Context: an optimization exercise on an open-source flow, tuned for small area, a short achievable clock period and few clock cycles per item. The choices shown serve that exercise and are no tape-out recipe.
Function was checked by simulation only, so behaviour that the tests miss may differ from the original.

==> flow/design.v, too long to show whole: its modules and the start of the top module <==
// module env_srt_sel: 20 lines
// module env_srt4_step: 35 lines
// module env_div: 118 lines
// module env_mul24: 625 lines
// module env_fmul: 33 lines
// module env_one_minus: 39 lines
// module emusc_env: 227 lines
module emusc_env (
    input  logic        clk,
    input  logic        rst,
    input  logic        cmd_valid,
    output logic        cmd_ready,
    input  logic [2:0]  cmd_op,
    input  logic [23:0] cmd_ta,
    input  logic [23:0] cmd_th,
    input  logic [23:0] cmd_td,
    input  logic [23:0] cmd_tr,
    input  logic [31:0] cmd_sus,
    output logic        rsp_valid,
    output logic [31:0] rsp_level,
    output logic [2:0]  rsp_phase
);
  // ...
==> flow/run.sh <==
#!/bin/bash
# synth_recipe.tcl (not shown) runs the flow's synth.tcl, then flattens the netlist and writes it again
# the make line also repeats each setting of config.mk as NAME=value (left out here)
make -C /OpenROAD-flow-scripts/flow DESIGN_CONFIG=/design/flow/config.mk WORK_HOME=/design/flow/orfs CLKGATE_MAP_FILE= SYNTH_SCRIPT=/design/flow/synth_recipe.tcl finish
==> flow/config.mk <==
export PLATFORM = sky130hd
export DESIGN_NAME = emusc_env
export DESIGN_NICKNAME = emusc_env
export VERILOG_FILES = /design/flow/design.v
export SDC_FILE = /design/flow/constraint.sdc
export NUM_CORES = 4
export LEC_CHECK = 0
export ABC_AREA = 1
export CAP_MARGIN = 20
export CORE_MARGIN = 2
export CORE_UTILIZATION = 40
export SLEW_MARGIN = 20
==> flow/constraint.sdc <==
create_clock -name core_clock -period 130.0 [get_ports {clk}]
set_input_delay 26.0000 -clock core_clock [delete_from_list [all_inputs] [get_ports {clk}]]
set_output_delay 26.0000 -clock core_clock [all_outputs]
set_load 0.01 [all_outputs]
==> summary.md, run 1 <==
| Metric | Value |
|---|---|
| Global-route wire length before repair | 356 mm |
| Worst slack, placed | 101.66 ns |
| Die height | 419 um |
| Endpoints failing hold | 0 |
| R2R setup slack | 103.01 ns |
| Port bufs | 167 |
| Busiest grt layer | met2 |
| Status | no timing/DRC/antenna violations |
| # Post-CTS Setup Buffers | 0 |
| Final WS setup | 102.39 ns |
| Setup TNS | 0 ns |
| Total track usage | 25.7% |
| DR DRC count | 0 |
| Core Area | 172000 sq um |
| Biggest Area Class | multi-input combinational cells |
| CTS sink cnt | 584 |
| Worst path slowest cell | buf_4 |
| Worst stage delay on the critical path | 0.80 ns |
| Most used flip-flop cell after synthesis | dfxtp_1 |
| Post-synth EDFFs | 182 |
| Crit path to | sus[4] |
| Sequential fraction of total cell area | 18.0% |
| CTS Root Cell | clkbuf_16 |
| Fin cells | 11500 |
| IO Pins | 171 |
| Hold slack | 0.317 ns |
| Post-Syn Instances | 9227 |
| Initial antenna violation count | 4 |
| Req. time, crit path | 130.30 ns |
| Reg2reg start | nd_2[22] |
| Max Cap Violations | 0 |
| Simple-Gate Fraction of Synth Area | 19.3% |
| Most frequent cells in the layout | 1549 x inv_1, 1534 x nand2_1, 712 x nand3_1 |
Testbench counts, summed over its fixed seeds: cycles 24,040, items 24,000.
==> module env_div, before the edit <==
module env_div #(
    parameter int NA = 5,            
    parameter int NB = 5             
) (
    input  logic        clk,
    input  logic [23:0] c,
    input  logic [23:0] nd_a,        
    input  logic [23:0] nd_b,
    input  logic [4:0]  lzd_b,       
    input  logic [23:0] nd_c,
    output logic [30:0] q            
);
    localparam int NC = 13 - NA - NB;
    logic [4:0]  lzc;
    logic [23:0] nc;
    logic        ge;
    logic [28:0] d1a, d2a;
    logic [6:0]  m2a, m1a, m0a, mm1a;
    logic [28:0] sa [NA+1];
    logic [28:0] ca [NA+1];
    logic [2*NA-1:0] pa, ma;
    always_comb begin
        lzc = 5'd0;
        for (int i = 0; i < 24; i++)
            if (c[i]) lzc = 5'(23 - i);
        nc = c << lzc;
        ge = nc >= nd_a;
    end
    assign d1a   = {3'b000, nd_a, 2'b00};
    assign d2a   = {2'b00, nd_a, 3'b000};
    assign sa[0] = ge ? {5'd0, nc} : {4'd0, nc, 1'b0};
    assign ca[0] = 29'd0;
    env_srt_sel u_sel_a (.i(nd_a[22:20]), .m2(m2a), .m1(m1a), .m0(m0a), .mm1(mm1a));
    for (genvar i = 0; i < NA; i++) begin : g_a
        env_srt4_step u_step (
            .s_in(sa[i]), .c_in(ca[i]), .d1(d1a), .d2(d2a),
            .m2(m2a), .m1(m1a), .m0(m0a), .mm1(mm1a),
            .s_out(sa[i+1]), .c_out(ca[i+1]),
            .qp(pa[2*(NA-1-i) +: 2]), .qm(ma[2*(NA-1-i) +: 2])
        );
    end
    logic [28:0]     s_b, c_b;
    logic [2*NA-1:0] p_b, m_b;
    logic [4:0]      lzc_b;
    logic            ge_b;
    always_ff @(posedge clk) begin
        s_b   <= sa[NA];
        c_b   <= ca[NA];
        p_b   <= pa;
        m_b   <= ma;
        lzc_b <= lzc;
        ge_b  <= ge;
    end
    logic [28:0] d1b, d2b;
    logic [6:0]  m2b, m1b, m0b, mm1b;
    logic [28:0] sb [NB+1];
    logic [28:0] cb [NB+1];
    logic [2*NB-1:0] pb, mb;
    assign d1b   = {3'b000, nd_b, 2'b00};
    assign d2b   = {2'b00, nd_b, 3'b000};
    assign sb[0] = s_b;
    assign cb[0] = c_b;
    env_srt_sel u_sel_b (.i(nd_b[22:20]), .m2(m2b), .m1(m1b), .m0(m0b), .mm1(mm1b));
    for (genvar i = 0; i < NB; i++) begin : g_b
        env_srt4_step u_step (
            .s_in(sb[i]), .c_in(cb[i]), .d1(d1b), .d2(d2b),
            .m2(m2b), .m1(m1b), .m0(m0b), .mm1(mm1b),
            .s_out(sb[i+1]), .c_out(cb[i+1]),
            .qp(pb[2*(NB-1-i) +: 2]), .qm(mb[2*(NB-1-i) +: 2])
        );
    end
    logic [28:0]          s_c, c_c;
    logic [2*(NA+NB)-1:0] p_c, m_c;
    logic [7:0]           e_c;
    always_ff @(posedge clk) begin
        s_c <= sb[NB];
        c_c <= cb[NB];
        p_c <= {p_b, pb};
        m_c <= {m_b, mb};
        e_c <= 8'd126 + {3'd0, lzd_b} - {3'd0, lzc_b} + {7'd0, ge_b};
    end
    logic [28:0] d1c, d2c;
    logic [6:0]  m2c, m1c, m0c, mm1c;
    logic [28:0] sc [NC+1];
    logic [28:0] cc [NC+1];
    logic [2*NC-1:0] pc, mc;
    assign d1c   = {3'b000, nd_c, 2'b00};
    assign d2c   = {2'b00, nd_c, 3'b000};
    assign sc[0] = s_c;
    assign cc[0] = c_c;
    env_srt_sel u_sel_c (.i(nd_c[22:20]), .m2(m2c), .m1(m1c), .m0(m0c), .mm1(mm1c));
    for (genvar i = 0; i < NC; i++) begin : g_c
        env_srt4_step u_step (
            .s_in(sc[i]), .c_in(cc[i]), .d1(d1c), .d2(d2c),
            .m2(m2c), .m1(m1c), .m0(m0c), .mm1(mm1c),
            .s_out(sc[i+1]), .c_out(cc[i+1]),
            .qp(pc[2*(NC-1-i) +: 2]), .qm(mc[2*(NC-1-i) +: 2])
        );
    end
    logic [28:0] w, sf, cf;
    logic        neg, zero, sticky, round_up;
    logic [25:0] r;
    logic [24:0] mant;
    always_comb begin
        sf   = sc[NC];
        cf   = cc[NC];
        w    = sf + cf;
        neg  = w[28];
        zero = ~(sf[0] ^ cf[0]);
        for (int k = 1; k < 29; k++)
            zero = zero & ((sf[k] ^ cf[k]) == (sf[k-1] | cf[k-1]));
        sticky = ~zero;                      
        r        = {p_c, pc} - {m_c, mc};    
        round_up = ~neg & r[0] & (sticky | r[1]);
        mant     = {1'b0, r[24:1]} + {24'd0, round_up};
        q        = {e_c + {7'd0, mant[24]}, mant[22:0]};
    end
endmodule
==> module env_mul24, before the edit <==
module env_mul24 (
    input  logic [23:0] a,
    input  logic [23:0] b,
    output logic [47:0] p
);
    logic [26:0]  bx;
    logic [24:0]  v [13];            
    logic [12:0]  ng, nn;            
    logic [47:0]  r0, r1;
    always_comb begin
        bx = {2'b00, b, 1'b0};
        for (int i = 0; i < 13; i++) begin
            logic [2:0] tr;
            logic       one, two;
            tr    = bx[2*i +: 3];
            one   = tr[1] ^ tr[0];
            two   = (tr == 3'b011) || (tr == 3'b100);
            ng[i] = tr[2];
            nn[i] = ~tr[2];
            for (int j = 0; j < 25; j++)
                v[i][j] = ((one & (j < 24 ? a[j] : 1'b0)) |
                           (two & (j > 0 ? a[j-1] : 1'b0))) ^ tr[2];
        end
    end
    logic t1, t2, t3, t4, t5, t6, t7, t8, t9, t10, t11, t12, t13, t14, t15, t16, t17, t18, t19, t20, t21, t22, t23, t24, t25, t26, t27, t28, t29, t30, t31, t32, t33, t34, t35, t36, t37, t38, t39, t40, t41, t42, t43, t44, t45, t46, t47, t48, t49, t50, t51, t52, t53, t54, t55, t56, t57, t58, t59, t60, t61, t62, t63, t64, t65, t66, t67, t68, t69, t70, t71, t72, t73, t74, t75, t76, t77, t78, t79, t80, t81, t82, t83, t84, t85, t86, t87, t88, t89, t90, t91, t92, t93, t94, t95, t96, t97, t98, t99, t100, t101, t102, t103, t104, t105, t106, t107, t108, t109, t110, t111, t112, t113, t114, t115, t116, t117, t118, t119, t120, t121, t122, t123, t124, t125, t126, t127, t128, t129, t130, t131, t132, t133, t134, t135, t136, t137, t138, t139, t140, t141, t142, t143, t144, t145, t146, t147, t148, t149, t150, t151, t152, t153, t154, t155, t156, t157, t158, t159, t160, t161, t162, t163, t164, t165, t166, t167, t168, t169, t170, t171, t172, t173, t174, t175, t176, t177, t178, t179, t180, t181, t182, t183, t184, t185, t186, t187, t188, t189, t190, t191, t192, t193, t194, t195, t196, t197, t198, t199, t200, t201, t202, t203, t204, t205, t206, t207, t208, t209, t210, t211, t212, t213, t214, t215, t216, t217, t218, t219, t220, t221, t222, t223, t224, t225, t226, t227, t228, t229, t230, t231, t232, t233, t234, t235, t236, t237, t238, t239, t240, t241, t242, t243, t244, t245, t246, t247, t248, t249, t250, t251, t252, t253, t254, t255, t256, t257, t258, t259, t260, t261, t262, t263, t264, t265, t266, t267, t268, t269, t270, t271, t272, t273, t274, t275, t276, t277, t278, t279, t280, t281, t282, t283, t284, t285, t286, t287, t288, t289, t290, t291, t292, t293, t294, t295, t296, t297, t298, t299, t300, t301, t302, t303, t304, t305, t306, t307, t308, t309, t310, t311, t312, t313, t314, t315, t316, t317, t318, t319, t320, t321, t322, t323, t324, t325, t326, t327, t328, t329, t330, t331, t332, t333, t334, t335, t336, t337, t338, t339, t340, t341, t342, t343, t344, t345, t346, t347, t348, t349, t350, t351, t352, t353, t354, t355, t356, t357, t358, t359, t360, t361, t362, t363, t364, t365, t366, t367, t368, t369, t370, t371, t372, t373, t374, t375, t376, t377, t378, t379, t380, t381, t382, t383, t384, t385, t386, t387, t388, t389, t390, t391, t392, t393, t394, t395, t396, t397, t398, t399, t400, t401, t402, t403, t404, t405, t406, t407, t408, t409, t410, t411, t412, t413, t414, t415, t416, t417, t418, t419, t420, t421, t422, t423, t424, t425, t426, t427, t428, t429, t430, t431, t432, t433, t434, t435, t436, t437, t438, t439, t440, t441, t442, t443, t444, t445, t446, t447, t448, t449, t450, t451, t452, t453, t454, t455, t456, t457, t458, t459, t460, t461, t462, t463, t464, t465, t466, t467, t468, t469, t470, t471, t472, t473, t474, t475, t476, t477, t478, t479, t480, t481, t482, t483, t484, t485, t486, t487, t488, t489, t490, t491, t492, t493, t494, t495, t496, t497, t498, t499, t500, t501, t502, t503, t504, t505, t506, t507, t508, t509, t510, t511, t512, t513, t514, t515, t516, t517, t518, t519, t520, t521, t522, t523, t524, t525, t526, t527, t528, t529, t530, t531, t532, t533, t534, t535, t536, t537, t538, t539, t540, t541, t542, t543, t544, t545, t546, t547, t548, t549, t550, t551, t552, t553, t554, t555, t556, t557, t558, t559, t560, t561, t562, t563, t564, t565, t566, t567, t568, t569, t570, t571, t572, t573, t574, t575, t576, t577, t578, t579, t580, t581, t582, t583, t584, t585, t586, t587, t588, t589, t590, t591, t592, t593, t594, t595, t596;
    assign t1 = nn[0] ^ v[1][23];
    assign t2 = nn[0] & v[1][23];
    assign t3 = v[1][24] ^ v[2][22];
    assign t4 = v[1][24] & v[2][22];
    assign t5 = v[0][16] ^ v[1][14];
    assign t6 = v[0][16] & v[1][14];
    assign t7 = v[0][17] ^ v[1][15];
    assign t8 = v[0][17] & v[1][15];
    assign t9 = v[0][18] ^ v[1][16] ^ v[2][14];
    assign t10 = (v[0][18] & v[1][16]) | (v[0][18] & v[2][14]) | (v[1][16] & v[2][14]);
    assign t11 = v[3][12] ^ v[4][10];
    assign t12 = v[3][12] & v[4][10];
    assign t13 = v[0][19] ^ v[1][17] ^ v[2][15];
    assign t14 = (v[0][19] & v[1][17]) | (v[0][19] & v[2][15]) | (v[1][17] & v[2][15]);
    assign t15 = v[3][13] ^ v[4][11];
    assign t16 = v[3][13] & v[4][11];
    assign t17 = v[0][20] ^ v[1][18] ^ v[2][16];
    assign t18 = (v[0][20] & v[1][18]) | (v[0][20] & v[2][16]) | (v[1][18] & v[2][16]);
    assign t19 = v[3][14] ^ v[4][12] ^ v[5][10];
    assign t20 = (v[3][14] & v[4][12]) | (v[3][14] & v[5][10]) | (v[4][12] & v[5][10]);
    assign t21 = v[6][8] ^ v[7][6];
    assign t22 = v[6][8] & v[7][6];
    assign t23 = v[0][21] ^ v[1][19] ^ v[2][17];
    assign t24 = (v[0][21] & v[1][19]) | (v[0][21] & v[2][17]) | (v[1][19] & v[2][17]);
    assign t25 = v[3][15] ^ v[4][13] ^ v[5][11];
    assign t26 = (v[3][15] & v[4][13]) | (v[3][15] & v[5][11]) | (v[4][13] & v[5][11]);
    assign t27 = v[6][9] ^ v[7][7];
    assign t28 = v[6][9] & v[7][7];
    assign t29 = v[0][22] ^ v[1][20] ^ v[2][18];
    assign t30 = (v[0][22] & v[1][20]) | (v[0][22] & v[2][18]) | (v[1][20] & v[2][18]);
    assign t31 = v[3][16] ^ v[4][14] ^ v[5][12];
    assign t32 = (v[3][16] & v[4][14]) | (v[3][16] & v[5][12]) | (v[4][14] & v[5][12]);
    assign t33 = v[6][10] ^ v[7][8] ^ v[8][6];
    assign t34 = (v[6][10] & v[7][8]) | (v[6][10] & v[8][6]) | (v[7][8] & v[8][6]);
    assign t35 = v[9][4] ^ v[10][2];
    assign t36 = v[9][4] & v[10][2];
    assign t37 = v[0][23] ^ v[1][21] ^ v[2][19];
    assign t38 = (v[0][23] & v[1][21]) | (v[0][23] & v[2][19]) | (v[1][21] & v[2][19]);
    assign t39 = v[3][17] ^ v[4][15] ^ v[5][13];
    assign t40 = (v[3][17] & v[4][15]) | (v[3][17] & v[5][13]) | (v[4][15] & v[5][13]);
    assign t41 = v[6][11] ^ v[7][9] ^ v[8][7];
    assign t42 = (v[6][11] & v[7][9]) | (v[6][11] & v[8][7]) | (v[7][9] & v[8][7]);
    assign t43 = v[9][5] ^ v[10][3];
    assign t44 = v[9][5] & v[10][3];
    assign t45 = v[0][24] ^ v[1][22] ^ v[2][20];
    assign t46 = (v[0][24] & v[1][22]) | (v[0][24] & v[2][20]) | (v[1][22] & v[2][20]);
    assign t47 = v[3][18] ^ v[4][16] ^ v[5][14];
    assign t48 = (v[3][18] & v[4][16]) | (v[3][18] & v[5][14]) | (v[4][16] & v[5][14]);
    assign t49 = v[6][12] ^ v[7][10] ^ v[8][8];
    assign t50 = (v[6][12] & v[7][10]) | (v[6][12] & v[8][8]) | (v[7][10] & v[8][8]);
    assign t51 = v[9][6] ^ v[10][4] ^ v[11][2];
    assign t52 = (v[9][6] & v[10][4]) | (v[9][6] & v[11][2]) | (v[10][4] & v[11][2]);
    assign t53 = t1 ^ v[2][21] ^ v[3][19];
    assign t54 = (t1 & v[2][21]) | (t1 & v[3][19]) | (v[2][21] & v[3][19]);
    assign t55 = v[4][17] ^ v[5][15] ^ v[6][13];
    assign t56 = (v[4][17] & v[5][15]) | (v[4][17] & v[6][13]) | (v[5][15] & v[6][13]);
    assign t57 = v[7][11] ^ v[8][9] ^ v[9][7];
    assign t58 = (v[7][11] & v[8][9]) | (v[7][11] & v[9][7]) | (v[8][9] & v[9][7]);
    assign t59 = v[10][5] ^ v[11][3] ^ v[12][1];
    assign t60 = (v[10][5] & v[11][3]) | (v[10][5] & v[12][1]) | (v[11][3] & v[12][1]);
    assign t61 = t2 ^ t3 ^ v[3][20];
    assign t62 = (t2 & t3) | (t2 & v[3][20]) | (t3 & v[3][20]);
    assign t63 = v[4][18] ^ v[5][16] ^ v[6][14];
    assign t64 = (v[4][18] & v[5][16]) | (v[4][18] & v[6][14]) | (v[5][16] & v[6][14]);
    assign t65 = v[7][12] ^ v[8][10] ^ v[9][8];
    assign t66 = (v[7][12] & v[8][10]) | (v[7][12] & v[9][8]) | (v[8][10] & v[9][8]);
    assign t67 = v[10][6] ^ v[11][4] ^ v[12][2];
    assign t68 = (v[10][6] & v[11][4]) | (v[10][6] & v[12][2]) | (v[11][4] & v[12][2]);
    assign t69 = t4 ^ nn[1] ^ v[2][23];
    assign t70 = (t4 & nn[1]) | (t4 & v[2][23]) | (nn[1] & v[2][23]);
    assign t71 = v[3][21] ^ v[4][19] ^ v[5][17];
    assign t72 = (v[3][21] & v[4][19]) | (v[3][21] & v[5][17]) | (v[4][19] & v[5][17]);
    assign t73 = v[6][15] ^ v[7][13] ^ v[8][11];
    assign t74 = (v[6][15] & v[7][13]) | (v[6][15] & v[8][11]) | (v[7][13] & v[8][11]);
    assign t75 = v[9][9] ^ v[10][7] ^ v[11][5];
    assign t76 = (v[9][9] & v[10][7]) | (v[9][9] & v[11][5]) | (v[10][7] & v[11][5]);
    assign t77 = v[2][24] ^ v[3][22] ^ v[4][20];
    assign t78 = (v[2][24] & v[3][22]) | (v[2][24] & v[4][20]) | (v[3][22] & v[4][20]);
    assign t79 = v[5][18] ^ v[6][16] ^ v[7][14];
    assign t80 = (v[5][18] & v[6][16]) | (v[5][18] & v[7][14]) | (v[6][16] & v[7][14]);
    assign t81 = v[8][12] ^ v[9][10] ^ v[10][8];
    assign t82 = (v[8][12] & v[9][10]) | (v[8][12] & v[10][8]) | (v[9][10] & v[10][8]);
    assign t83 = v[11][6] ^ v[12][4];
    assign t84 = v[11][6] & v[12][4];
    assign t85 = nn[2] ^ v[3][23] ^ v[4][21];
    assign t86 = (nn[2] & v[3][23]) | (nn[2] & v[4][21]) | (v[3][23] & v[4][21]);
    assign t87 = v[5][19] ^ v[6][17] ^ v[7][15];
    assign t88 = (v[5][19] & v[6][17]) | (v[5][19] & v[7][15]) | (v[6][17] & v[7][15]);
    assign t89 = v[8][13] ^ v[9][11] ^ v[10][9];
    assign t90 = (v[8][13] & v[9][11]) | (v[8][13] & v[10][9]) | (v[9][11] & v[10][9]);
    assign t91 = v[3][24] ^ v[4][22] ^ v[5][20];
    assign t92 = (v[3][24] & v[4][22]) | (v[3][24] & v[5][20]) | (v[4][22] & v[5][20]);
    assign t93 = v[6][18] ^ v[7][16] ^ v[8][14];
    assign t94 = (v[6][18] & v[7][16]) | (v[6][18] & v[8][14]) | (v[7][16] & v[8][14]);
    assign t95 = v[9][12] ^ v[10][10];
    assign t96 = v[9][12] & v[10][10];
    assign t97 = nn[3] ^ v[4][23] ^ v[5][21];
    assign t98 = (nn[3] & v[4][23]) | (nn[3] & v[5][21]) | (v[4][23] & v[5][21]);
    assign t99 = v[6][19] ^ v[7][17] ^ v[8][15];
    assign t100 = (v[6][19] & v[7][17]) | (v[6][19] & v[8][15]) | (v[7][17] & v[8][15]);
    assign t101 = v[4][24] ^ v[5][22] ^ v[6][20];
    assign t102 = (v[4][24] & v[5][22]) | (v[4][24] & v[6][20]) | (v[5][22] & v[6][20]);
    assign t103 = v[7][18] ^ v[8][16];
    assign t104 = v[7][18] & v[8][16];
    assign t105 = nn[4] ^ v[5][23] ^ v[6][21];
    assign t106 = (nn[4] & v[5][23]) | (nn[4] & v[6][21]) | (v[5][23] & v[6][21]);
    assign t107 = v[5][24] ^ v[6][22];
    assign t108 = v[5][24] & v[6][22];
    assign t109 = v[0][10] ^ v[1][8];
    assign t110 = v[0][10] & v[1][8];
    assign t111 = v[0][11] ^ v[1][9];
    assign t112 = v[0][11] & v[1][9];
    assign t113 = v[0][12] ^ v[1][10] ^ v[2][8];
    assign t114 = (v[0][12] & v[1][10]) | (v[0][12] & v[2][8]) | (v[1][10] & v[2][8]);
    assign t115 = v[3][6] ^ v[4][4];
    assign t116 = v[3][6] & v[4][4];
    assign t117 = v[0][13] ^ v[1][11] ^ v[2][9];
    assign t118 = (v[0][13] & v[1][11]) | (v[0][13] & v[2][9]) | (v[1][11] & v[2][9]);
    assign t119 = v[3][7] ^ v[4][5];
    assign t120 = v[3][7] & v[4][5];
    assign t121 = v[0][14] ^ v[1][12] ^ v[2][10];
    assign t122 = (v[0][14] & v[1][12]) | (v[0][14] & v[2][10]) | (v[1][12] & v[2][10]);
    assign t123 = v[3][8] ^ v[4][6] ^ v[5][4];
    assign t124 = (v[3][8] & v[4][6]) | (v[3][8] & v[5][4]) | (v[4][6] & v[5][4]);
    assign t125 = v[6][2] ^ v[7][0];
    assign t126 = v[6][2] & v[7][0];
    assign t127 = v[0][15] ^ v[1][13] ^ v[2][11];
    assign t128 = (v[0][15] & v[1][13]) | (v[0][15] & v[2][11]) | (v[1][13] & v[2][11]);
    assign t129 = v[3][9] ^ v[4][7] ^ v[5][5];
    assign t130 = (v[3][9] & v[4][7]) | (v[3][9] & v[5][5]) | (v[4][7] & v[5][5]);
    assign t131 = v[6][3] ^ v[7][1];
    assign t132 = v[6][3] & v[7][1];
    assign t133 = t5 ^ v[2][12] ^ v[3][10];
    assign t134 = (t5 & v[2][12]) | (t5 & v[3][10]) | (v[2][12] & v[3][10]);
    assign t135 = v[4][8] ^ v[5][6] ^ v[6][4];
    assign t136 = (v[4][8] & v[5][6]) | (v[4][8] & v[6][4]) | (v[5][6] & v[6][4]);
    assign t137 = v[7][2] ^ v[8][0] ^ ng[8];
    assign t138 = (v[7][2] & v[8][0]) | (v[7][2] & ng[8]) | (v[8][0] & ng[8]);
    assign t139 = t6 ^ t7 ^ v[2][13];
    assign t140 = (t6 & t7) | (t6 & v[2][13]) | (t7 & v[2][13]);
    assign t141 = v[3][11] ^ v[4][9] ^ v[5][7];
    assign t142 = (v[3][11] & v[4][9]) | (v[3][11] & v[5][7]) | (v[4][9] & v[5][7]);
    assign t143 = v[6][5] ^ v[7][3] ^ v[8][1];
    assign t144 = (v[6][5] & v[7][3]) | (v[6][5] & v[8][1]) | (v[7][3] & v[8][1]);
    assign t145 = t8 ^ t9 ^ t11;
    assign t146 = (t8 & t9) | (t8 & t11) | (t9 & t11);
    assign t147 = v[5][8] ^ v[6][6] ^ v[7][4];
    assign t148 = (v[5][8] & v[6][6]) | (v[5][8] & v[7][4]) | (v[6][6] & v[7][4]);
    assign t149 = v[8][2] ^ v[9][0] ^ ng[9];
    assign t150 = (v[8][2] & v[9][0]) | (v[8][2] & ng[9]) | (v[9][0] & ng[9]);
    assign t151 = t10 ^ t12 ^ t13;
    assign t152 = (t10 & t12) | (t10 & t13) | (t12 & t13);
    assign t153 = t15 ^ v[5][9] ^ v[6][7];
    assign t154 = (t15 & v[5][9]) | (t15 & v[6][7]) | (v[5][9] & v[6][7]);
    assign t155 = v[7][5] ^ v[8][3] ^ v[9][1];
    assign t156 = (v[7][5] & v[8][3]) | (v[7][5] & v[9][1]) | (v[8][3] & v[9][1]);
    assign t157 = t14 ^ t16 ^ t17;
    assign t158 = (t14 & t16) | (t14 & t17) | (t16 & t17);
    assign t159 = t19 ^ t21 ^ v[8][4];
    assign t160 = (t19 & t21) | (t19 & v[8][4]) | (t21 & v[8][4]);
    assign t161 = v[9][2] ^ v[10][0] ^ ng[10];
    assign t162 = (v[9][2] & v[10][0]) | (v[9][2] & ng[10]) | (v[10][0] & ng[10]);
    assign t163 = t18 ^ t20 ^ t22;
    assign t164 = (t18 & t20) | (t18 & t22) | (t20 & t22);
    assign t165 = t23 ^ t25 ^ t27;
    assign t166 = (t23 & t25) | (t23 & t27) | (t25 & t27);
    assign t167 = v[8][5] ^ v[9][3] ^ v[10][1];
    assign t168 = (v[8][5] & v[9][3]) | (v[8][5] & v[10][1]) | (v[9][3] & v[10][1]);
    assign t169 = t24 ^ t26 ^ t28;
    assign t170 = (t24 & t26) | (t24 & t28) | (t26 & t28);
    assign t171 = t29 ^ t31 ^ t33;
    assign t172 = (t29 & t31) | (t29 & t33) | (t31 & t33);
    assign t173 = t35 ^ v[11][0] ^ ng[11];
    assign t174 = (t35 & v[11][0]) | (t35 & ng[11]) | (v[11][0] & ng[11]);
    assign t175 = t30 ^ t32 ^ t34;
    assign t176 = (t30 & t32) | (t30 & t34) | (t32 & t34);
    assign t177 = t36 ^ t37 ^ t39;
    assign t178 = (t36 & t37) | (t36 & t39) | (t37 & t39);
    assign t179 = t41 ^ t43 ^ v[11][1];
    assign t180 = (t41 & t43) | (t41 & v[11][1]) | (t43 & v[11][1]);
    assign t181 = t38 ^ t40 ^ t42;
    assign t182 = (t38 & t40) | (t38 & t42) | (t40 & t42);
    assign t183 = t44 ^ t45 ^ t47;
    assign t184 = (t44 & t45) | (t44 & t47) | (t45 & t47);
    assign t185 = t49 ^ t51 ^ v[12][0];
    assign t186 = (t49 & t51) | (t49 & v[12][0]) | (t51 & v[12][0]);
    assign t187 = t46 ^ t48 ^ t50;
    assign t188 = (t46 & t48) | (t46 & t50) | (t48 & t50);
    assign t189 = t52 ^ t53 ^ t55;
    assign t190 = (t52 & t53) | (t52 & t55) | (t53 & t55);
    assign t191 = t57 ^ t59 ^ 1'b1;
    assign t192 = (t57 & t59) | (t57 & 1'b1) | (t59 & 1'b1);
    assign t193 = t54 ^ t56 ^ t58;
    assign t194 = (t54 & t56) | (t54 & t58) | (t56 & t58);
    assign t195 = t60 ^ t61 ^ t63;
    assign t196 = (t60 & t61) | (t60 & t63) | (t61 & t63);
    assign t197 = t65 ^ t67 ^ 1'b1;
    assign t198 = (t65 & t67) | (t65 & 1'b1) | (t67 & 1'b1);
    assign t199 = t62 ^ t64 ^ t66;
    assign t200 = (t62 & t64) | (t62 & t66) | (t64 & t66);
    assign t201 = t68 ^ t69 ^ t71;
    assign t202 = (t68 & t69) | (t68 & t71) | (t69 & t71);
    assign t203 = t73 ^ t75 ^ v[12][3];
    assign t204 = (t73 & t75) | (t73 & v[12][3]) | (t75 & v[12][3]);
    assign t205 = t70 ^ t72 ^ t74;
    assign t206 = (t70 & t72) | (t70 & t74) | (t72 & t74);
    assign t207 = t76 ^ t77 ^ t79;
    assign t208 = (t76 & t77) | (t76 & t79) | (t77 & t79);
    assign t209 = t81 ^ t83 ^ 1'b1;
    assign t210 = (t81 & t83) | (t81 & 1'b1) | (t83 & 1'b1);
    assign t211 = t78 ^ t80 ^ t82;
    assign t212 = (t78 & t80) | (t78 & t82) | (t80 & t82);
    assign t213 = t84 ^ t85 ^ t87;
    assign t214 = (t84 & t85) | (t84 & t87) | (t85 & t87);
    assign t215 = t89 ^ v[11][7] ^ v[12][5];
    assign t216 = (t89 & v[11][7]) | (t89 & v[12][5]) | (v[11][7] & v[12][5]);
    assign t217 = t86 ^ t88 ^ t90;
    assign t218 = (t86 & t88) | (t86 & t90) | (t88 & t90);
    assign t219 = t91 ^ t93 ^ t95;
    assign t220 = (t91 & t93) | (t91 & t95) | (t93 & t95);
    assign t221 = v[11][8] ^ v[12][6] ^ 1'b1;
    assign t222 = (v[11][8] & v[12][6]) | (v[11][8] & 1'b1) | (v[12][6] & 1'b1);
    assign t223 = t92 ^ t94 ^ t96;
    assign t224 = (t92 & t94) | (t92 & t96) | (t94 & t96);
    assign t225 = t97 ^ t99 ^ v[9][13];
    assign t226 = (t97 & t99) | (t97 & v[9][13]) | (t99 & v[9][13]);
    assign t227 = v[10][11] ^ v[11][9] ^ v[12][7];
    assign t228 = (v[10][11] & v[11][9]) | (v[10][11] & v[12][7]) | (v[11][9] & v[12][7]);
    assign t229 = t98 ^ t100 ^ t101;
    assign t230 = (t98 & t100) | (t98 & t101) | (t100 & t101);
    assign t231 = t103 ^ v[9][14] ^ v[10][12];
    assign t232 = (t103 & v[9][14]) | (t103 & v[10][12]) | (v[9][14] & v[10][12]);
    assign t233 = v[11][10] ^ v[12][8] ^ 1'b1;
    assign t234 = (v[11][10] & v[12][8]) | (v[11][10] & 1'b1) | (v[12][8] & 1'b1);
    assign t235 = t102 ^ t104 ^ t105;
    assign t236 = (t102 & t104) | (t102 & t105) | (t104 & t105);
    assign t237 = v[7][19] ^ v[8][17] ^ v[9][15];
    assign t238 = (v[7][19] & v[8][17]) | (v[7][19] & v[9][15]) | (v[8][17] & v[9][15]);
    assign t239 = v[10][13] ^ v[11][11] ^ v[12][9];
    assign t240 = (v[10][13] & v[11][11]) | (v[10][13] & v[12][9]) | (v[11][11] & v[12][9]);
    assign t241 = t106 ^ t107 ^ v[7][20];
    assign t242 = (t106 & t107) | (t106 & v[7][20]) | (t107 & v[7][20]);
    assign t243 = v[8][18] ^ v[9][16] ^ v[10][14];
    assign t244 = (v[8][18] & v[9][16]) | (v[8][18] & v[10][14]) | (v[9][16] & v[10][14]);
    assign t245 = v[11][12] ^ v[12][10] ^ 1'b1;
    assign t246 = (v[11][12] & v[12][10]) | (v[11][12] & 1'b1) | (v[12][10] & 1'b1);
    assign t247 = t108 ^ nn[5] ^ v[6][23];
    assign t248 = (t108 & nn[5]) | (t108 & v[6][23]) | (nn[5] & v[6][23]);
    assign t249 = v[7][21] ^ v[8][19] ^ v[9][17];
    assign t250 = (v[7][21] & v[8][19]) | (v[7][21] & v[9][17]) | (v[8][19] & v[9][17]);
    assign t251 = v[10][15] ^ v[11][13] ^ v[12][11];
    assign t252 = (v[10][15] & v[11][13]) | (v[10][15] & v[12][11]) | (v[11][13] & v[12][11]);
    assign t253 = v[6][24] ^ v[7][22] ^ v[8][20];
    assign t254 = (v[6][24] & v[7][22]) | (v[6][24] & v[8][20]) | (v[7][22] & v[8][20]);
    assign t255 = v[9][18] ^ v[10][16] ^ v[11][14];
    assign t256 = (v[9][18] & v[10][16]) | (v[9][18] & v[11][14]) | (v[10][16] & v[11][14]);
    assign t257 = v[12][12] ^ 1'b1;
    assign t258 = v[12][12] & 1'b1;
    assign t259 = nn[6] ^ v[7][23] ^ v[8][21];
    assign t260 = (nn[6] & v[7][23]) | (nn[6] & v[8][21]) | (v[7][23] & v[8][21]);
    assign t261 = v[9][19] ^ v[10][17] ^ v[11][15];
    assign t262 = (v[9][19] & v[10][17]) | (v[9][19] & v[11][15]) | (v[10][17] & v[11][15]);
    assign t263 = v[7][24] ^ v[8][22] ^ v[9][20];
    assign t264 = (v[7][24] & v[8][22]) | (v[7][24] & v[9][20]) | (v[8][22] & v[9][20]);
    assign t265 = v[10][18] ^ v[11][16];
    assign t266 = v[10][18] & v[11][16];
    assign t267 = nn[7] ^ v[8][23] ^ v[9][21];
    assign t268 = (nn[7] & v[8][23]) | (nn[7] & v[9][21]) | (v[8][23] & v[9][21]);
    assign t269 = v[8][24] ^ v[9][22];
    assign t270 = v[8][24] & v[9][22];
    assign t271 = v[0][6] ^ v[1][4];
    assign t272 = v[0][6] & v[1][4];
    assign t273 = v[0][7] ^ v[1][5];
    assign t274 = v[0][7] & v[1][5];
    assign t275 = v[0][8] ^ v[1][6] ^ v[2][4];
    assign t276 = (v[0][8] & v[1][6]) | (v[0][8] & v[2][4]) | (v[1][6] & v[2][4]);
    assign t277 = v[3][2] ^ v[4][0];
    assign t278 = v[3][2] & v[4][0];
    assign t279 = v[0][9] ^ v[1][7] ^ v[2][5];
    assign t280 = (v[0][9] & v[1][7]) | (v[0][9] & v[2][5]) | (v[1][7] & v[2][5]);
    assign t281 = v[3][3] ^ v[4][1];
    assign t282 = v[3][3] & v[4][1];
    assign t283 = t109 ^ v[2][6] ^ v[3][4];
    assign t284 = (t109 & v[2][6]) | (t109 & v[3][4]) | (v[2][6] & v[3][4]);
    assign t285 = v[4][2] ^ v[5][0] ^ ng[5];
    assign t286 = (v[4][2] & v[5][0]) | (v[4][2] & ng[5]) | (v[5][0] & ng[5]);
    assign t287 = t110 ^ t111 ^ v[2][7];
    assign t288 = (t110 & t111) | (t110 & v[2][7]) | (t111 & v[2][7]);
    assign t289 = v[3][5] ^ v[4][3] ^ v[5][1];
    assign t290 = (v[3][5] & v[4][3]) | (v[3][5] & v[5][1]) | (v[4][3] & v[5][1]);
    assign t291 = t112 ^ t113 ^ t115;
    assign t292 = (t112 & t113) | (t112 & t115) | (t113 & t115);
    assign t293 = v[5][2] ^ v[6][0] ^ ng[6];
    assign t294 = (v[5][2] & v[6][0]) | (v[5][2] & ng[6]) | (v[6][0] & ng[6]);
    assign t295 = t114 ^ t116 ^ t117;
    assign t296 = (t114 & t116) | (t114 & t117) | (t116 & t117);
    assign t297 = t119 ^ v[5][3] ^ v[6][1];
    assign t298 = (t119 & v[5][3]) | (t119 & v[6][1]) | (v[5][3] & v[6][1]);
    assign t299 = t118 ^ t120 ^ t121;
    assign t300 = (t118 & t120) | (t118 & t121) | (t120 & t121);
    assign t301 = t123 ^ t125 ^ ng[7];
    assign t302 = (t123 & t125) | (t123 & ng[7]) | (t125 & ng[7]);
    assign t303 = t122 ^ t124 ^ t126;
    assign t304 = (t122 & t124) | (t122 & t126) | (t124 & t126);
    assign t305 = t127 ^ t129 ^ t131;
    assign t306 = (t127 & t129) | (t127 & t131) | (t129 & t131);
    assign t307 = t128 ^ t130 ^ t132;
    assign t308 = (t128 & t130) | (t128 & t132) | (t130 & t132);
    assign t309 = t133 ^ t135 ^ t137;
    assign t310 = (t133 & t135) | (t133 & t137) | (t135 & t137);
    assign t311 = t134 ^ t136 ^ t138;
    assign t312 = (t134 & t136) | (t134 & t138) | (t136 & t138);
    assign t313 = t139 ^ t141 ^ t143;
    assign t314 = (t139 & t141) | (t139 & t143) | (t141 & t143);
    assign t315 = t140 ^ t142 ^ t144;
    assign t316 = (t140 & t142) | (t140 & t144) | (t142 & t144);
    assign t317 = t145 ^ t147 ^ t149;
    assign t318 = (t145 & t147) | (t145 & t149) | (t147 & t149);
    assign t319 = t146 ^ t148 ^ t150;
    assign t320 = (t146 & t148) | (t146 & t150) | (t148 & t150);
    assign t321 = t151 ^ t153 ^ t155;
    assign t322 = (t151 & t153) | (t151 & t155) | (t153 & t155);
    assign t323 = t152 ^ t154 ^ t156;
    assign t324 = (t152 & t154) | (t152 & t156) | (t154 & t156);
    assign t325 = t157 ^ t159 ^ t161;
    assign t326 = (t157 & t159) | (t157 & t161) | (t159 & t161);
    assign t327 = t158 ^ t160 ^ t162;
    assign t328 = (t158 & t160) | (t158 & t162) | (t160 & t162);
    assign t329 = t163 ^ t165 ^ t167;
    assign t330 = (t163 & t165) | (t163 & t167) | (t165 & t167);
    assign t331 = t164 ^ t166 ^ t168;
    assign t332 = (t164 & t166) | (t164 & t168) | (t166 & t168);
    assign t333 = t169 ^ t171 ^ t173;
    assign t334 = (t169 & t171) | (t169 & t173) | (t171 & t173);
    assign t335 = t170 ^ t172 ^ t174;
    assign t336 = (t170 & t172) | (t170 & t174) | (t172 & t174);
    assign t337 = t175 ^ t177 ^ t179;
    assign t338 = (t175 & t177) | (t175 & t179) | (t177 & t179);
    assign t339 = t176 ^ t178 ^ t180;
    assign t340 = (t176 & t178) | (t176 & t180) | (t178 & t180);
    assign t341 = t181 ^ t183 ^ t185;
    assign t342 = (t181 & t183) | (t181 & t185) | (t183 & t185);
    assign t343 = t182 ^ t184 ^ t186;
    assign t344 = (t182 & t184) | (t182 & t186) | (t184 & t186);
    assign t345 = t187 ^ t189 ^ t191;
    assign t346 = (t187 & t189) | (t187 & t191) | (t189 & t191);
    assign t347 = t188 ^ t190 ^ t192;
    assign t348 = (t188 & t190) | (t188 & t192) | (t190 & t192);
    assign t349 = t193 ^ t195 ^ t197;
    assign t350 = (t193 & t195) | (t193 & t197) | (t195 & t197);
    assign t351 = t194 ^ t196 ^ t198;
    assign t352 = (t194 & t196) | (t194 & t198) | (t196 & t198);
    assign t353 = t199 ^ t201 ^ t203;
    assign t354 = (t199 & t201) | (t199 & t203) | (t201 & t203);
    assign t355 = t200 ^ t202 ^ t204;
    assign t356 = (t200 & t202) | (t200 & t204) | (t202 & t204);
    assign t357 = t205 ^ t207 ^ t209;
    assign t358 = (t205 & t207) | (t205 & t209) | (t207 & t209);
    assign t359 = t206 ^ t208 ^ t210;
    assign t360 = (t206 & t208) | (t206 & t210) | (t208 & t210);
    assign t361 = t211 ^ t213 ^ t215;
    assign t362 = (t211 & t213) | (t211 & t215) | (t213 & t215);
    assign t363 = t212 ^ t214 ^ t216;
    assign t364 = (t212 & t214) | (t212 & t216) | (t214 & t216);
    assign t365 = t217 ^ t219 ^ t221;
    assign t366 = (t217 & t219) | (t217 & t221) | (t219 & t221);
    assign t367 = t218 ^ t220 ^ t222;
    assign t368 = (t218 & t220) | (t218 & t222) | (t220 & t222);
    assign t369 = t223 ^ t225 ^ t227;
    assign t370 = (t223 & t225) | (t223 & t227) | (t225 & t227);
    assign t371 = t224 ^ t226 ^ t228;
    assign t372 = (t224 & t226) | (t224 & t228) | (t226 & t228);
    assign t373 = t229 ^ t231 ^ t233;
    assign t374 = (t229 & t231) | (t229 & t233) | (t231 & t233);
    assign t375 = t230 ^ t232 ^ t234;
    assign t376 = (t230 & t232) | (t230 & t234) | (t232 & t234);
    assign t377 = t235 ^ t237 ^ t239;
    assign t378 = (t235 & t237) | (t235 & t239) | (t237 & t239);
    assign t379 = t236 ^ t238 ^ t240;
    assign t380 = (t236 & t238) | (t236 & t240) | (t238 & t240);
    assign t381 = t241 ^ t243 ^ t245;
    assign t382 = (t241 & t243) | (t241 & t245) | (t243 & t245);
    assign t383 = t242 ^ t244 ^ t246;
    assign t384 = (t242 & t244) | (t242 & t246) | (t244 & t246);
    assign t385 = t247 ^ t249 ^ t251;
    assign t386 = (t247 & t249) | (t247 & t251) | (t249 & t251);
    assign t387 = t248 ^ t250 ^ t252;
    assign t388 = (t248 & t250) | (t248 & t252) | (t250 & t252);
    assign t389 = t253 ^ t255 ^ t257;
    assign t390 = (t253 & t255) | (t253 & t257) | (t255 & t257);
    assign t391 = t254 ^ t256 ^ t258;
    assign t392 = (t254 & t256) | (t254 & t258) | (t256 & t258);
    assign t393 = t259 ^ t261 ^ v[12][13];
    assign t394 = (t259 & t261) | (t259 & v[12][13]) | (t261 & v[12][13]);
    assign t395 = t260 ^ t262 ^ t263;
    assign t396 = (t260 & t262) | (t260 & t263) | (t262 & t263);
    assign t397 = t265 ^ v[12][14] ^ 1'b1;
    assign t398 = (t265 & v[12][14]) | (t265 & 1'b1) | (v[12][14] & 1'b1);
    assign t399 = t264 ^ t266 ^ t267;
    assign t400 = (t264 & t266) | (t264 & t267) | (t266 & t267);
    assign t401 = v[10][19] ^ v[11][17] ^ v[12][15];
    assign t402 = (v[10][19] & v[11][17]) | (v[10][19] & v[12][15]) | (v[11][17] & v[12][15]);
    assign t403 = t268 ^ t269 ^ v[10][20];
    assign t404 = (t268 & t269) | (t268 & v[10][20]) | (t269 & v[10][20]);
    assign t405 = v[11][18] ^ v[12][16] ^ 1'b1;
    assign t406 = (v[11][18] & v[12][16]) | (v[11][18] & 1'b1) | (v[12][16] & 1'b1);
    assign t407 = t270 ^ nn[8] ^ v[9][23];
    assign t408 = (t270 & nn[8]) | (t270 & v[9][23]) | (nn[8] & v[9][23]);
    assign t409 = v[10][21] ^ v[11][19] ^ v[12][17];
    assign t410 = (v[10][21] & v[11][19]) | (v[10][21] & v[12][17]) | (v[11][19] & v[12][17]);
    assign t411 = v[9][24] ^ v[10][22] ^ v[11][20];
    assign t412 = (v[9][24] & v[10][22]) | (v[9][24] & v[11][20]) | (v[10][22] & v[11][20]);
    assign t413 = v[12][18] ^ 1'b1;
    assign t414 = v[12][18] & 1'b1;
    assign t415 = nn[9] ^ v[10][23] ^ v[11][21];
    assign t416 = (nn[9] & v[10][23]) | (nn[9] & v[11][21]) | (v[10][23] & v[11][21]);
    assign t417 = v[10][24] ^ v[11][22];
    assign t418 = v[10][24] & v[11][22];
    assign t419 = v[0][4] ^ v[1][2];
    assign t420 = v[0][4] & v[1][2];
    assign t421 = v[0][5] ^ v[1][3];
    assign t422 = v[0][5] & v[1][3];
    assign t423 = t271 ^ v[2][2] ^ v[3][0];
    assign t424 = (t271 & v[2][2]) | (t271 & v[3][0]) | (v[2][2] & v[3][0]);
    assign t425 = t272 ^ t273 ^ v[2][3];
    assign t426 = (t272 & t273) | (t272 & v[2][3]) | (t273 & v[2][3]);
    assign t427 = t274 ^ t275 ^ t277;
    assign t428 = (t274 & t275) | (t274 & t277) | (t275 & t277);
    assign t429 = t276 ^ t278 ^ t279;
    assign t430 = (t276 & t278) | (t276 & t279) | (t278 & t279);
    assign t431 = t280 ^ t282 ^ t283;
    assign t432 = (t280 & t282) | (t280 & t283) | (t282 & t283);
    assign t433 = t284 ^ t286 ^ t287;
    assign t434 = (t284 & t286) | (t284 & t287) | (t286 & t287);
    assign t435 = t288 ^ t290 ^ t291;
    assign t436 = (t288 & t290) | (t288 & t291) | (t290 & t291);
    assign t437 = t292 ^ t294 ^ t295;
    assign t438 = (t292 & t294) | (t292 & t295) | (t294 & t295);
    assign t439 = t296 ^ t298 ^ t299;
    assign t440 = (t296 & t298) | (t296 & t299) | (t298 & t299);
    assign t441 = t300 ^ t302 ^ t303;
    assign t442 = (t300 & t302) | (t300 & t303) | (t302 & t303);
    assign t443 = t304 ^ t306 ^ t307;
    assign t444 = (t304 & t306) | (t304 & t307) | (t306 & t307);
    assign t445 = t308 ^ t310 ^ t311;
    assign t446 = (t308 & t310) | (t308 & t311) | (t310 & t311);
    assign t447 = t312 ^ t314 ^ t315;
    assign t448 = (t312 & t314) | (t312 & t315) | (t314 & t315);
    assign t449 = t316 ^ t318 ^ t319;
    assign t450 = (t316 & t318) | (t316 & t319) | (t318 & t319);
    assign t451 = t320 ^ t322 ^ t323;
    assign t452 = (t320 & t322) | (t320 & t323) | (t322 & t323);
    assign t453 = t324 ^ t326 ^ t327;
    assign t454 = (t324 & t326) | (t324 & t327) | (t326 & t327);
    assign t455 = t328 ^ t330 ^ t331;
    assign t456 = (t328 & t330) | (t328 & t331) | (t330 & t331);
    assign t457 = t332 ^ t334 ^ t335;
    assign t458 = (t332 & t334) | (t332 & t335) | (t334 & t335);
    assign t459 = t336 ^ t338 ^ t339;
    assign t460 = (t336 & t338) | (t336 & t339) | (t338 & t339);
    assign t461 = t340 ^ t342 ^ t343;
    assign t462 = (t340 & t342) | (t340 & t343) | (t342 & t343);
    assign t463 = t344 ^ t346 ^ t347;
    assign t464 = (t344 & t346) | (t344 & t347) | (t346 & t347);
    assign t465 = t348 ^ t350 ^ t351;
    assign t466 = (t348 & t350) | (t348 & t351) | (t350 & t351);
    assign t467 = t352 ^ t354 ^ t355;
    assign t468 = (t352 & t354) | (t352 & t355) | (t354 & t355);
    assign t469 = t356 ^ t358 ^ t359;
    assign t470 = (t356 & t358) | (t356 & t359) | (t358 & t359);
    assign t471 = t360 ^ t362 ^ t363;
    assign t472 = (t360 & t362) | (t360 & t363) | (t362 & t363);
    assign t473 = t364 ^ t366 ^ t367;
    assign t474 = (t364 & t366) | (t364 & t367) | (t366 & t367);
    assign t475 = t368 ^ t370 ^ t371;
    assign t476 = (t368 & t370) | (t368 & t371) | (t370 & t371);
    assign t477 = t372 ^ t374 ^ t375;
    assign t478 = (t372 & t374) | (t372 & t375) | (t374 & t375);
    assign t479 = t376 ^ t378 ^ t379;
    assign t480 = (t376 & t378) | (t376 & t379) | (t378 & t379);
    assign t481 = t380 ^ t382 ^ t383;
    assign t482 = (t380 & t382) | (t380 & t383) | (t382 & t383);
    assign t483 = t384 ^ t386 ^ t387;
    assign t484 = (t384 & t386) | (t384 & t387) | (t386 & t387);
    assign t485 = t388 ^ t390 ^ t391;
    assign t486 = (t388 & t390) | (t388 & t391) | (t390 & t391);
    assign t487 = t392 ^ t394 ^ t395;
    assign t488 = (t392 & t394) | (t392 & t395) | (t394 & t395);
    assign t489 = t396 ^ t398 ^ t399;
    assign t490 = (t396 & t398) | (t396 & t399) | (t398 & t399);
    assign t491 = t400 ^ t402 ^ t403;
    assign t492 = (t400 & t402) | (t400 & t403) | (t402 & t403);
    assign t493 = t404 ^ t406 ^ t407;
    assign t494 = (t404 & t406) | (t404 & t407) | (t406 & t407);
    assign t495 = t408 ^ t410 ^ t411;
    assign t496 = (t408 & t410) | (t408 & t411) | (t410 & t411);
    assign t497 = t412 ^ t414 ^ t415;
    assign t498 = (t412 & t414) | (t412 & t415) | (t414 & t415);
    assign t499 = t416 ^ t417 ^ v[12][20];
    assign t500 = (t416 & t417) | (t416 & v[12][20]) | (t417 & v[12][20]);
    assign t501 = t418 ^ nn[10] ^ v[11][23];
    assign t502 = (t418 & nn[10]) | (t418 & v[11][23]) | (nn[10] & v[11][23]);
    assign t503 = v[11][24] ^ v[12][22];
    assign t504 = v[11][24] & v[12][22];
    assign t505 = v[0][2] ^ v[1][0];
    assign t506 = v[0][2] & v[1][0];
    assign t507 = v[0][3] ^ v[1][1];
    assign t508 = v[0][3] & v[1][1];
    assign t509 = t419 ^ v[2][0] ^ ng[2];
    assign t510 = (t419 & v[2][0]) | (t419 & ng[2]) | (v[2][0] & ng[2]);
    assign t511 = t420 ^ t421 ^ v[2][1];
    assign t512 = (t420 & t421) | (t420 & v[2][1]) | (t421 & v[2][1]);
    assign t513 = t422 ^ t423 ^ ng[3];
    assign t514 = (t422 & t423) | (t422 & ng[3]) | (t423 & ng[3]);
    assign t515 = t424 ^ t425 ^ v[3][1];
    assign t516 = (t424 & t425) | (t424 & v[3][1]) | (t425 & v[3][1]);
    assign t517 = t426 ^ t427 ^ ng[4];
    assign t518 = (t426 & t427) | (t426 & ng[4]) | (t427 & ng[4]);
    assign t519 = t428 ^ t429 ^ t281;
    assign t520 = (t428 & t429) | (t428 & t281) | (t429 & t281);
    assign t521 = t430 ^ t431 ^ t285;
    assign t522 = (t430 & t431) | (t430 & t285) | (t431 & t285);
    assign t523 = t432 ^ t433 ^ t289;
    assign t524 = (t432 & t433) | (t432 & t289) | (t433 & t289);
    assign t525 = t434 ^ t435 ^ t293;
    assign t526 = (t434 & t435) | (t434 & t293) | (t435 & t293);
    assign t527 = t436 ^ t437 ^ t297;
    assign t528 = (t436 & t437) | (t436 & t297) | (t437 & t297);
    assign t529 = t438 ^ t439 ^ t301;
    assign t530 = (t438 & t439) | (t438 & t301) | (t439 & t301);
    assign t531 = t440 ^ t441 ^ t305;
    assign t532 = (t440 & t441) | (t440 & t305) | (t441 & t305);
    assign t533 = t442 ^ t443 ^ t309;
    assign t534 = (t442 & t443) | (t442 & t309) | (t443 & t309);
    assign t535 = t444 ^ t445 ^ t313;
    assign t536 = (t444 & t445) | (t444 & t313) | (t445 & t313);
    assign t537 = t446 ^ t447 ^ t317;
    assign t538 = (t446 & t447) | (t446 & t317) | (t447 & t317);
    assign t539 = t448 ^ t449 ^ t321;
    assign t540 = (t448 & t449) | (t448 & t321) | (t449 & t321);
    assign t541 = t450 ^ t451 ^ t325;
    assign t542 = (t450 & t451) | (t450 & t325) | (t451 & t325);
    assign t543 = t452 ^ t453 ^ t329;
    assign t544 = (t452 & t453) | (t452 & t329) | (t453 & t329);
    assign t545 = t454 ^ t455 ^ t333;
    assign t546 = (t454 & t455) | (t454 & t333) | (t455 & t333);
    assign t547 = t456 ^ t457 ^ t337;
    assign t548 = (t456 & t457) | (t456 & t337) | (t457 & t337);
    assign t549 = t458 ^ t459 ^ t341;
    assign t550 = (t458 & t459) | (t458 & t341) | (t459 & t341);
    assign t551 = t460 ^ t461 ^ t345;
    assign t552 = (t460 & t461) | (t460 & t345) | (t461 & t345);
    assign t553 = t462 ^ t463 ^ t349;
    assign t554 = (t462 & t463) | (t462 & t349) | (t463 & t349);
    assign t555 = t464 ^ t465 ^ t353;
    assign t556 = (t464 & t465) | (t464 & t353) | (t465 & t353);
    assign t557 = t466 ^ t467 ^ t357;
    assign t558 = (t466 & t467) | (t466 & t357) | (t467 & t357);
    assign t559 = t468 ^ t469 ^ t361;
    assign t560 = (t468 & t469) | (t468 & t361) | (t469 & t361);
    assign t561 = t470 ^ t471 ^ t365;
    assign t562 = (t470 & t471) | (t470 & t365) | (t471 & t365);
    assign t563 = t472 ^ t473 ^ t369;
    assign t564 = (t472 & t473) | (t472 & t369) | (t473 & t369);
    assign t565 = t474 ^ t475 ^ t373;
    assign t566 = (t474 & t475) | (t474 & t373) | (t475 & t373);
    assign t567 = t476 ^ t477 ^ t377;
    assign t568 = (t476 & t477) | (t476 & t377) | (t477 & t377);
    assign t569 = t478 ^ t479 ^ t381;
    assign t570 = (t478 & t479) | (t478 & t381) | (t479 & t381);
    assign t571 = t480 ^ t481 ^ t385;
    assign t572 = (t480 & t481) | (t480 & t385) | (t481 & t385);
    assign t573 = t482 ^ t483 ^ t389;
    assign t574 = (t482 & t483) | (t482 & t389) | (t483 & t389);
    assign t575 = t484 ^ t485 ^ t393;
    assign t576 = (t484 & t485) | (t484 & t393) | (t485 & t393);
    assign t577 = t486 ^ t487 ^ t397;
    assign t578 = (t486 & t487) | (t486 & t397) | (t487 & t397);
    assign t579 = t488 ^ t489 ^ t401;
    assign t580 = (t488 & t489) | (t488 & t401) | (t489 & t401);
    assign t581 = t490 ^ t491 ^ t405;
    assign t582 = (t490 & t491) | (t490 & t405) | (t491 & t405);
    assign t583 = t492 ^ t493 ^ t409;
    assign t584 = (t492 & t493) | (t492 & t409) | (t493 & t409);
    assign t585 = t494 ^ t495 ^ t413;
    assign t586 = (t494 & t495) | (t494 & t413) | (t495 & t413);
    assign t587 = t496 ^ t497 ^ v[12][19];
    assign t588 = (t496 & t497) | (t496 & v[12][19]) | (t497 & v[12][19]);
    assign t589 = t498 ^ t499 ^ 1'b1;
    assign t590 = (t498 & t499) | (t498 & 1'b1) | (t499 & 1'b1);
    assign t591 = t500 ^ t501 ^ v[12][21];
    assign t592 = (t500 & t501) | (t500 & v[12][21]) | (t501 & v[12][21]);
    assign t593 = t502 ^ t503 ^ 1'b1;
    assign t594 = (t502 & t503) | (t502 & 1'b1) | (t503 & 1'b1);
    assign t595 = t504 ^ nn[11] ^ v[12][23];
    assign t596 = (t504 & nn[11]) | (t504 & v[12][23]) | (nn[11] & v[12][23]);
    assign r0 = {t594, t592, t590, t588, t586, t584, t582, t580, t578, t576, t574, t572, t570, t568, t566, t564, t562, t560, t558, t556, t554, t552, t550, t548, t546, t544, t542, t540, t538, t536, t534, t532, t530, t528, t526, t524, t522, t520, t518, t516, t514, t512, t510, t508, t506, t505, v[0][1], v[0][0]};
    assign r1 = {t595, t593, t591, t589, t587, t585, t583, t581, t579, t577, t575, t573, t571, t569, t567, t565, t563, t561, t559, t557, t555, t553, t551, t549, t547, t545, t543, t541, t539, t537, t535, t533, t531, t529, t527, t525, t523, t521, t519, t517, t515, t513, t511, t509, t507, ng[1], 1'b0, ng[0]};
    assign p  = r0 + r1;
endmodule
==> module env_fmul, before the edit <==
module env_fmul (
    input  logic [30:0] a,
    input  logic [30:0] b,
    output logic [30:0] p
);
    logic [47:0] prod;
    logic [23:0] m;
    logic        rnd, sticky, round_up;
    logic [24:0] mant;
    logic [9:0]  e;
    env_mul24 u_mul (.a({1'b1, a[22:0]}), .b({1'b1, b[22:0]}), .p(prod));
    always_comb begin
        if (prod[47]) begin
            m      = prod[47:24];
            rnd    = prod[23];
            sticky = |prod[22:0];
            e      = {2'b00, a[30:23]} + {2'b00, b[30:23]} - 10'd126;
        end else begin
            m      = prod[46:23];
            rnd    = prod[22];
            sticky = |prod[21:0];
            e      = {2'b00, a[30:23]} + {2'b00, b[30:23]} - 10'd127;
        end
        round_up = rnd & (sticky | m[0]);
        mant     = {1'b0, m} + {24'd0, round_up};
        if (mant[24])
            e = e + 10'd1;           
        if (a[30:23] == 8'd0 || b[30:23] == 8'd0)
            p = 31'd0;
        else
            p = {e[7:0], mant[22:0]};
    end
endmodule
==> run 2, diff against run 1 <==
--- a/flow/design.v
+++ b/flow/design.v
@@ -155,7 +155,7 @@
     logic [28:0] w, sf, cf;
     logic        neg, zero, sticky, round_up;
     logic [25:0] r;
-    logic [24:0] mant;
+    logic [23:0] mant;
     always_comb begin
         sf   = sc[NC];
         cf   = cc[NC];
@@ -167,19 +167,19 @@
         sticky = ~zero;                      
         r        = {p_c, pc} - {m_c, mc};    
         round_up = ~neg & r[0] & (sticky | r[1]);
-        mant     = {1'b0, r[24:1]} + {24'd0, round_up};
-        q        = {e_c + {7'd0, mant[24]}, mant[22:0]};
+        mant     = r[24:1] + {23'd0, round_up};
+        q        = {e_c, mant[22:0]};
     end
 endmodule
 module env_mul24 (
     input  logic [23:0] a,
     input  logic [23:0] b,
-    output logic [47:0] p
+    output logic [47:0] r0,
+    output logic [47:0] r1
 );
     logic [26:0]  bx;
     logic [24:0]  v [13];            
     logic [12:0]  ng, nn;            
-    logic [47:0]  r0, r1;
     always_comb begin
         bx = {2'b00, b, 1'b0};
         for (int i = 0; i < 13; i++) begin
@@ -794,43 +794,82 @@
     assign t596 = (t504 & nn[11]) | (t504 & v[12][23]) | (nn[11] & v[12][23]);
     assign r0 = {t594, t592, t590, t588, t586, t584, t582, t580, t578, t576, t574, t572, t570, t568, t566, t564, t562, t560, t558, t556, t554, t552, t550, t548, t546, t544, t542, t540, t538, t536, t534, t532, t530, t528, t526, t524, t522, t520, t518, t516, t514, t512, t510, t508, t506, t505, v[0][1], v[0][0]};
     assign r1 = {t595, t593, t591, t589, t587, t585, t583, t581, t579, t577, t575, t573, t571, t569, t567, t565, t563, t561, t559, t557, t555, t553, t551, t549, t547, t545, t543, t541, t539, t537, t535, t533, t531, t529, t527, t525, t523, t521, t519, t517, t515, t513, t511, t509, t507, ng[1], 1'b0, ng[0]};
-    assign p  = r0 + r1;
+endmodule
+module env_inc #(
+    parameter int W = 24
+) (
+    input  logic [W-1:0] a,
+    input  logic         ci,
+    output logic [W-1:0] s,
+    output logic         co
+);
+    always_comb begin
+        logic c, cc;
+        c = ci;
+        for (int k = 0; k < W; k += 4) begin
+            cc = c;
+            for (int i = k; i < k + 4 && i < W; i++) begin
+                s[i] = a[i] ^ cc;
+                cc   = cc & a[i];
+            end
+            c = c & (&a[k +: 4]);
+        end
+        co = c;
+    end
 endmodule
 module env_fmul (
     input  logic [30:0] a,
     input  logic [30:0] b,
     output logic [30:0] p
 );
-    logic [47:0] prod;
-    logic [23:0] m;
-    logic        rnd, sticky, round_up;
-    logic [24:0] mant;
+    logic [23:0] ma, mb;
+    logic [47:0] r0, r1;
+    logic [22:0] lo;
+    logic [26:0] hs;
+    logic [25:0] hi;                 
+    logic [4:0]  tza, tzb;
+    logic [5:0]  tz;
+    logic [23:0] m, mi;
+    logic        rnd, sticky, round_up, ovf;
     logic [9:0]  e;
-    env_mul24 u_mul (.a({1'b1, a[22:0]}), .b({1'b1, b[22:0]}), .p(prod));
+    assign ma = {1'b1, a[22:0]};
+    assign mb = {1'b1, b[22:0]};
+    env_mul24 u_mul (.a(ma), .b(mb), .r0(r0), .r1(r1));
     always_comb begin
-        if (prod[47]) begin
-            m      = prod[47:24];
-            rnd    = prod[23];
-            sticky = |prod[22:0];
+        lo = {1'b0, r0[21:0]} + {1'b0, r1[21:0]};   
+        hs = {r0[47:22], 1'b1} + {r1[47:22], lo[22]};
+        hi = hs[26:1];
+        tza = 5'd23;
+        tzb = 5'd23;
+        for (int i = 22; i >= 0; i--) begin
+            if (ma[i]) tza = 5'(i);
+            if (mb[i]) tzb = 5'(i);
+        end
+        tz = {1'b0, tza} + {1'b0, tzb};
+        if (hi[25]) begin
+            m      = hi[25:2];
+            rnd    = hi[1];
+            sticky = tz < 6'd23;
             e      = {2'b00, a[30:23]} + {2'b00, b[30:23]} - 10'd126;
         end else begin
-            m      = prod[46:23];
-            rnd    = prod[22];
-            sticky = |prod[21:0];
+            m      = hi[24:1];
+            rnd    = hi[0];
+            sticky = tz < 6'd22;
             e      = {2'b00, a[30:23]} + {2'b00, b[30:23]} - 10'd127;
         end
         round_up = rnd & (sticky | m[0]);
-        mant     = {1'b0, m} + {24'd0, round_up};
-        if (mant[24])
-            e = e + 10'd1;           
+    end
+    env_inc #(.W(24)) u_inc (.a(m), .ci(round_up), .s(mi), .co(ovf));
+    always_comb begin
         if (a[30:23] == 8'd0 || b[30:23] == 8'd0)
             p = 31'd0;
         else
-            p = {e[7:0], mant[22:0]};
+            p = {e[7:0] + {7'd0, ovf}, mi[22:0]};    
     end
 endmodule
 module env_one_minus #(
-    parameter int SW = 6             
+    parameter int SW   = 6,          
+    parameter bit SLOW = 1'b0        
 ) (
     input  logic [30:0] a,
     output logic [30:0] y
@@ -843,6 +882,9 @@
     logic [24:0]   m;
     logic [4:0]    lz;
     logic [23:0]   mn;
+    logic [23:0]   ms;
+    logic          mc;
+    env_inc #(.W(24)) u_inc (.a(~sa), .ci(inc), .s(ms), .co(mc));
     always_comb begin
         ma = {1'b1, a[22:0]};
         s  = SW'(8'd126 - a[30:23]);
@@ -851,7 +893,10 @@
         r  = t[23];                  
         st = |t[22:0];               
         inc = ~r | (~st & ~sa[0]);
-        m   = {1'b0, ~sa} + {24'd0, inc};
+        if (SLOW)
+            m = {mc, ms};
+        else
+            m = {1'b0, ~sa} + {24'd0, inc};
         lz = 5'd0;
         for (int i = 0; i < 24; i++)
             if (m[i]) lz = 5'(23 - i);
@@ -1056,7 +1101,7 @@
     end
     logic [30:0] v_d, om2_out, level_d;
     env_fmul                u_mul (.a(a_d), .b((kind_d == K_DEC) ? x_d : rl), .p(v_d));
-    env_one_minus #(.SW(6)) u_om2 (.a(v_d), .y(om2_out));
+    env_one_minus #(.SW(6), .SLOW(1'b1)) u_om2 (.a(v_d), .y(om2_out));
     always_comb begin
         case (kind_d)
             K_ONE:   level_d = F_ONE;
==> run 2 against run 1 <==
  * Count of clock-buffer cells in the layout down 2
  * Non-clock buffer count up 26
  * Global-route usage decreased by 1.1 points
  * Design area down 2.1%
  * Sequential share of layout area rose by 0.34 points
  * Flip-flop and latch count down 2
  * Fmax is 1.4% lower
  * Utilization up 0.075 points
  * Still clean
  * Wire length fell by 5.4%
  * Setup slack got worse by 0.39 ns
==> summary.md, run 2 <==
| Metric | Value |
|---|---|
| Die width | 415 um (was 419 um) |
| Die height | 415 um (was 419 um) |
| Most used flip-flop cell after synthesis | dfxtp_1 (unchanged) |
| # Post-CTS Setup Buffers | 0 (unchanged) |
| CTS Root Cell | clkbuf_16 (unchanged) |
| Post-Syn Instances | 8719 (was 9227) |
| Post-synth EDFFs | 182 (unchanged) |
| Worst Skew | 0.0618 ns (was 0.0533 ns) |
| Sequential area share after synthesis | 19.9% (was 19.6%) |
| Status | no timing/DRC/antenna violations (unchanged) |
| Hold slack | 0.325 ns (was 0.317 ns) |
| CP top delay family | buffers and inverters (unchanged) |
| Worst stage delay on the critical path | 0.78 ns (was 0.80 ns) |
| Post-DP HPWL | 172 mm (was 179 mm) |
| Initial antenna violation count | 5 (was 4) |
| Layout Utilization | 43.9% (was 43.8%) |
| Req. time, crit path | 130.30 ns (about the same) |
| # hold bufs at CTS | 0 (unchanged) |
| Port bufs | 167 (unchanged) |
| R2R setup slack | 102.67 ns (was 103.01 ns) |
| Simple-Gate Fraction of Synth Area | 17.9% (was 19.3%) |
| Core Area | 168000 sq um (was 172000 sq um) |
| Most frequent cells in the layout | 1385 x nand2_1, 1376 x inv_1, 631 x xor2_1 (was 1549 x inv_1, 1534 x nand2_1, 712 x nand3_1) |
| Clk buf depth | 3 (unchanged) |
| Worst path slowest cell | buf_4 (unchanged) |
| Total track usage | 24.6% (was 25.7%) |
| CTS sink cnt | 582 (was 584) |
| DR DRC count | 0 (unchanged) |
| Endpoints failing hold | 0 (unchanged) |
| Worst slack, placed | 100.50 ns (was 101.66 ns) |
| Synth Warn # | 22 (was 21) |
| Largest family of logic cells by synthesized area | adder cells (unchanged) |
| Max Cap Violations | 0 (unchanged) |
[run 2: worst register-to-register path, delay by kind of cell (launching register included)]
family / cells / cell delay (ns)
AO/OA/AOI/OAI: 41 / 8.47
XOR/XNOR: 11 / 2.61
adder cells (fa/ha/maj): 18 / 6.63
buffers and inverters: 17 / 4.96
flip-flops: 1 / 0.54
AND/OR/NAND/NOR: 28 / 4.05
[run 2: metrics by stage]
step,instance area [sq um],std cells
finish,73600,10900
global placement,71200,10800
detailed placement,71200,10800
global route,73600,10900
floorplan,67600,8719
CTS,73600,10900
[run 2: cell type report]
type                       instances  area (sq um)
clock buffer                      87          1940
clock inverter                    35           382
fill                           16800         94000
inverter                        1453          5470
multi-input combinational       6256         46800
sequential                       582         13500
tap                             2204          2760
timing repair buffer             306          2710
[run 2: worst max path at each step]
stage / startpoint / to / slack (ns) / depth (start not counted)
3_5_place_dp: cmd_op[2] / ta[17] / 100.50 / 6
4_1_cts: cmd_op[2] / ta[17] / 101.23 / 6
2_1_floorplan: cmd_op[2] / sus[0] / 94.30 / 4
3_3_place_gp: cmd_op[2] / ta[17] / 100.54 / 6
6_report: cmd_op[0] / td[23] / 102.00 / 6
5_1_grt: cnt_r[0] / u_div.s_b[8] / 100.45 / 115
[run 2: kinds of logic (layout without fill, tap and decap cells)]
| kind of cell | count (synthesis) | after routing |
|---|---|---|
| AO/OA/AOI/OAI | 1650 | 1650 |
| adder cells (fa/ha/maj) | 1123 | 1123 |
| buffers and inverters | 1881 | 1881 |
| flip-flops | 582 | 582 |
| multiplexers | 20 | 20 |
| other | 2 | 2 |
| XOR/XNOR | 752 | 752 |
| AND/OR/NAND/NOR | 2709 | 2709 |
[run 2: routing by layer]
metal	GRT usage (%)	share of wire [%]	vias to the layer above
met5	0	0.013	-
met4	10.1	4.4	4
met3	2.93	6.3	437
met2	41.3	47	2122
met1	32.0	42	28800
li1	-	-	28600
Testbench counts of run 2, summed over its fixed seeds: cycles 24,040, items 24,000.

what the ideal ports hide:
No port has a modelled driver above. Below, the same layouts with a new extraction and two added sets of constraints.
Step 1 sets driving cells, clkbuf_16 on the clock port and buf_2 on the other inputs (assumed; they add their load-dependent delay and slew).
Step 2, shift: input delay + t, output delay - t, t = (earliest + latest rising clock arrival at the registers) / 2. This alone moves slack from input paths to output paths.
Slacks: ideal ports / drivers / drivers and shift; pairs: ideal ports / drivers.
run	t (ns)	setup slack, ns	hold slack, ns	worst setup path after step 2	clock arrival spread, ns
run 1	0.772	102.388 / 102.356 / 101.679	0.317 / 0.317 / 0.317	input to register	0.054 / 0.054
run 2	0.751	101.995 / 102.044 / 101.293	0.325 / 0.325 / 0.325	input to register	0.061 / 0.062
After both steps setup and hold are still met in every run listed. The setup slack of run 1, which loses most, moves by -0.032 ns with the drivers and by -0.709 ns with both steps.
